Source: an optimization exercise on an open RTL-to-GDS flow (aim: small area). Production flows keep margins and buffers that such runs may drop.
Function was checked by simulation only, so behaviour that the tests miss may differ from the original.
Power and IR drop assume default switching activity.

// vtx_rx_decoder
module vtx_rx_decoder (
    input  wire        clk,
    input  wire        rst,           
    input  wire        proto,         
    input  wire        rx_valid,
    input  wire [7:0]  rx_data,
    output reg  [1:0]  sa_version,    
    output reg         sa_channel_vld,
    output reg  [7:0]  sa_channel,
    output reg         sa_power_vld,
    output reg  [7:0]  sa_power,
    output reg         sa_mode_vld,
    output reg  [7:0]  sa_mode,
    output reg         sa_freq_vld,
    output reg  [15:0] sa_freq,
    output reg         sa_pit_freq_vld,
    output wire [15:0] sa_pit_freq,
    output reg  [31:0] sa_bad_preamble,
    output reg  [31:0] sa_bad_length,
    output reg  [31:0] sa_crc_err,
    output reg         sa_frame_ok,   
    output reg  [7:0]  sa_frame_code,
    output reg  [15:0] tr_min_freq,
    output reg  [15:0] tr_max_freq,
    output reg  [15:0] tr_max_power,
    output reg  [15:0] tr_obs_freq,
    output reg  [15:0] tr_obs_power,
    output reg  [7:0]  tr_ctrl_flags,
    output reg         tr_obs_pit,
    output reg  [15:0] tr_act_power,
  ...
Size: ~470 flip-flops, about 0.019 mm² of cells after synthesis.
clock: 10.0 ns
lec_check: 0
cap_margin: 20
core_margin: 2
core_utilization: 55
cts_buf_list: sky130_fd_sc_hd__clkbuf_4
slew_margin: 20
run.sh (not shown) runs the stock make flow with config.mk's settings and CLKGATE_MAP_FILE= SYNTH_SCRIPT=/design/flow/synth_recipe.tcl, a recipe that flattens the netlist after the stock synthesis.
The baseline passed the timing, design-rule and antenna checks.
Next try:
==> flow/flow/run.sh (new file) <==
#!/bin/bash
# Layout flow: the standard ORFS flow (standard.sh), with two changes:
#  - synthesis is the standard one (synth_recipe.tcl, ORFS synth.tcl), except that
#    the final ABC technology mapping uses the area-oriented script in
#    flow/abc_area.script;
#  - the port buffers that global placement inserts use sky130_fd_sc_hd__buf_1.
# Each tool's full output goes to ORFS's own logs under orfs/logs/, and this
# script's output to flow_run.log, all in the work folder.
set -euo pipefail
W=$(pwd)
exec > >(tee -a "$W/flow_run.log") 2>&1

# synth.tcl with the ABC script replaced (the line after the preamble is sourced)
sed '/^source \$::env(SCRIPTS_DIR)\/synth_preamble.tcl$/a set abc_args [lreplace $abc_args 1 1 '"$W"'/flow/abc_area.script]' \
    "$FLOW_HOME/scripts/synth.tcl" > "$W/own_synth_body.tcl"
grep -q "abc_area.script" "$W/own_synth_body.tcl"
sed 's#source \$::env(SCRIPTS_DIR)/synth.tcl#source '"$W"'/own_synth_body.tcl#' \
    "$W/synth_recipe.tcl" > "$W/own_synth.tcl"
grep -q "own_synth_body.tcl" "$W/own_synth.tcl"

# standard.sh with the synthesis script swapped
sed 's#SYNTH_SCRIPT=[^ ]*#SYNTH_SCRIPT='"$W"'/own_synth.tcl#' "$W/standard.sh" > "$W/own_standard.sh"
grep -q "own_synth.tcl" "$W/own_standard.sh"

export BUFFER_PORTS_ARGS="-buffer_cell sky130_fd_sc_hd__buf_1"
bash "$W/own_standard.sh" finish
test -f "$W/out/final.def"
==> flow/flow/abc_area.script (new file) <==
strash
dc2
dch -f
amap
strash
dc2
dch -f
amap
topo
==> flow/standard.sh (new file) <==
#!/bin/bash
# synth_recipe.tcl (not shown) runs the flow's synth.tcl, then flattens the netlist and writes it again
# the make line also repeats each setting of config.mk as NAME=value (left out here)
make -C /OpenROAD-flow-scripts/flow DESIGN_CONFIG=/design/flow/config.mk WORK_HOME=/design/flow/orfs CLKGATE_MAP_FILE= SYNTH_SCRIPT=/design/flow/synth_recipe.tcl "${@:-finish}"
removed: flow/run.sh
Effect: Register-to-register slack gets worse by 2.9 ns; worst hold slack gets worse by 0.0054 ns; die area is lower by roughly a tenth.
Next try:
--- a/flow/flow/run.sh
+++ b/flow/flow/run.sh
@@ -4,5 +4,6 @@
 #    the final ABC technology mapping uses the area-oriented script in
 #    flow/abc_area.script;
-#  - the port buffers that global placement inserts use sky130_fd_sc_hd__buf_1.
+#  - the port buffers that global placement inserts use sky130_fd_sc_hd__buf_1;
+#  - clock tree synthesis inserts no dummy loads.
 # Each tool's full output goes to ORFS's own logs under orfs/logs/, and this
 # script's output to flow_run.log, all in the work folder.
@@ -24,4 +25,5 @@
 
 export BUFFER_PORTS_ARGS="-buffer_cell sky130_fd_sc_hd__buf_1"
+export CTS_ARGS="-sink_clustering_enable -repair_clock_nets -dont_use_dummy_load -buf_list sky130_fd_sc_hd__clkbuf_4"
 bash "$W/own_standard.sh" finish
 test -f "$W/out/final.def"
Clock skew grows by 0.037 ns.
Register-to-register slack improves by 0.06 ns.
Total power went down by 11%.
Non-clock buffer count stays the same.
Global-route usage goes down by 0.21 points.
Cell count goes down by 3.6%.
Cell area went down by 3.1%.
Next try:
==> flow/run.sh (new file) <==
#!/bin/bash
# synth_recipe.tcl (not shown) runs the flow's synth.tcl, then flattens the netlist and writes it again
# the make line also repeats each setting of config.mk as NAME=value (left out here)
make -C /OpenROAD-flow-scripts/flow DESIGN_CONFIG=/design/flow/config.mk WORK_HOME=/design/flow/orfs CLKGATE_MAP_FILE= SYNTH_SCRIPT=/design/flow/synth_recipe.tcl finish
--- a/flow/config.mk
+++ b/flow/config.mk
@@ -8,5 +8,4 @@
 export CAP_MARGIN = 20
 export CORE_MARGIN = 2
-export CORE_UTILIZATION = 55
-export CTS_BUF_LIST = sky130_fd_sc_hd__clkbuf_4
+export CORE_UTILIZATION = 40
 export SLEW_MARGIN = 20
removed: flow/flow/run.sh
removed: flow/flow/abc_area.script
removed: flow/standard.sh
After rerunning: The changed run completed without violations; clock skew fell by 0.058 ns; wire length rose by 16%; core utilization drops by 12 points; critical path depth drops by 27; design area grows by about 23%; via count climbs by about 1.5%; register-to-register slack is better by 2.9 ns; fmax climbs by about 37%.
Next try:
==> flow/flow/run.sh (new file) <==
#!/bin/bash
# Layout flow: the standard ORFS flow (standard.sh), with three changes:
#  - synthesis is the standard one (synth_recipe.tcl, ORFS synth.tcl), except that
#    the final ABC technology mapping uses the area-oriented script in
#    flow/abc_area.script;
#  - the port buffers that global placement inserts use sky130_fd_sc_hd__buf_1;
#  - clock tree synthesis inserts no dummy loads, and clusters at most 10
#    flip-flops within 40 um per sky130_fd_sc_hd__clkbuf_4.
# Each tool's full output goes to ORFS's own logs under orfs/logs/, and this
# script's output to flow_run.log, all in the work folder.
set -euo pipefail
W=$(pwd)
exec > >(tee -a "$W/flow_run.log") 2>&1

# synth.tcl with the ABC script replaced (the line after the preamble is sourced)
sed '/^source \$::env(SCRIPTS_DIR)\/synth_preamble.tcl$/a set abc_args [lreplace $abc_args 1 1 '"$W"'/flow/abc_area.script]' \
    "$FLOW_HOME/scripts/synth.tcl" > "$W/own_synth_body.tcl"
grep -q "abc_area.script" "$W/own_synth_body.tcl"
sed 's#source \$::env(SCRIPTS_DIR)/synth.tcl#source '"$W"'/own_synth_body.tcl#' \
    "$W/synth_recipe.tcl" > "$W/own_synth.tcl"
grep -q "own_synth_body.tcl" "$W/own_synth.tcl"

# standard.sh with the synthesis script swapped
sed 's#SYNTH_SCRIPT=[^ ]*#SYNTH_SCRIPT='"$W"'/own_synth.tcl#' "$W/standard.sh" > "$W/own_standard.sh"
grep -q "own_synth.tcl" "$W/own_standard.sh"

export BUFFER_PORTS_ARGS="-buffer_cell sky130_fd_sc_hd__buf_1"
export CTS_ARGS="-sink_clustering_enable -repair_clock_nets -dont_use_dummy_load -buf_list sky130_fd_sc_hd__clkbuf_4 -sink_clustering_size 10 -sink_clustering_max_diameter 40"
bash "$W/own_standard.sh" finish
test -f "$W/out/final.def"
==> flow/flow/abc_area.script (new file) <==
strash
dc2
dch -f
amap
strash
dc2
dch -f
amap
topo
==> flow/standard.sh (new file) <==
#!/bin/bash
# synth_recipe.tcl (not shown) runs the flow's synth.tcl, then flattens the netlist and writes it again
# the make line also repeats each setting of config.mk as NAME=value (left out here)
make -C /OpenROAD-flow-scripts/flow DESIGN_CONFIG=/design/flow/config.mk WORK_HOME=/design/flow/orfs CLKGATE_MAP_FILE= SYNTH_SCRIPT=/design/flow/synth_recipe.tcl "${@:-finish}"
--- a/flow/config.mk
+++ b/flow/config.mk
@@ -8,4 +8,5 @@
 export CAP_MARGIN = 20
 export CORE_MARGIN = 2
-export CORE_UTILIZATION = 40
+export CORE_UTILIZATION = 55
+export CTS_BUF_LIST = sky130_fd_sc_hd__clkbuf_4
 export SLEW_MARGIN = 20
removed: flow/run.sh
Worst setup slack loses 1.8 ns.
Cell count went down by 13%.
Via count falls by 3.4%.

-- afterwards: timing with drivers on the ports --
In the flow no input, the clock included, has a driving cell. The finished layouts below were timed again as built, in two steps. Step 1: set_driving_cell puts a clkbuf_16 on clk and a buf_2 on each other input, an assumption about the parent block. Step 2, shift: input delay + t, output delay - t, t = (earliest + latest rising clock arrival at the registers) / 2. This alone moves slack from input paths to output paths. Three values: ideal ports, drivers, drivers and shift; two values: the first two.
run | shift t [ns] | setup WS [ns] | hold slack, ns | worst setup path at the end
the first run | 0.847 | 5.180 / 5.206 / 4.359 | 0.441 / 0.441 / 0.441 | input to register
the second run | 0.782 | 3.137 / 3.160 / 2.378 | 0.435 / 0.435 / 0.435 | input to register
the third run | 0.750 | 3.197 / 3.219 / 2.469 | 0.413 / 0.413 / 0.413 | input to register
the fourth run | 0.636 | 5.026 / 5.061 / 4.425 | 0.448 / 0.448 / 0.448 | input to register
the fifth run | 0.731 | 3.201 / 3.223 / 2.493 | 0.417 / 0.417 / 0.417 | input to register
After both steps every run listed still meets setup and hold. For the first run, which loses most, drivers alone change the setup slack by +0.026 ns; drivers and shift together by -0.821 ns.
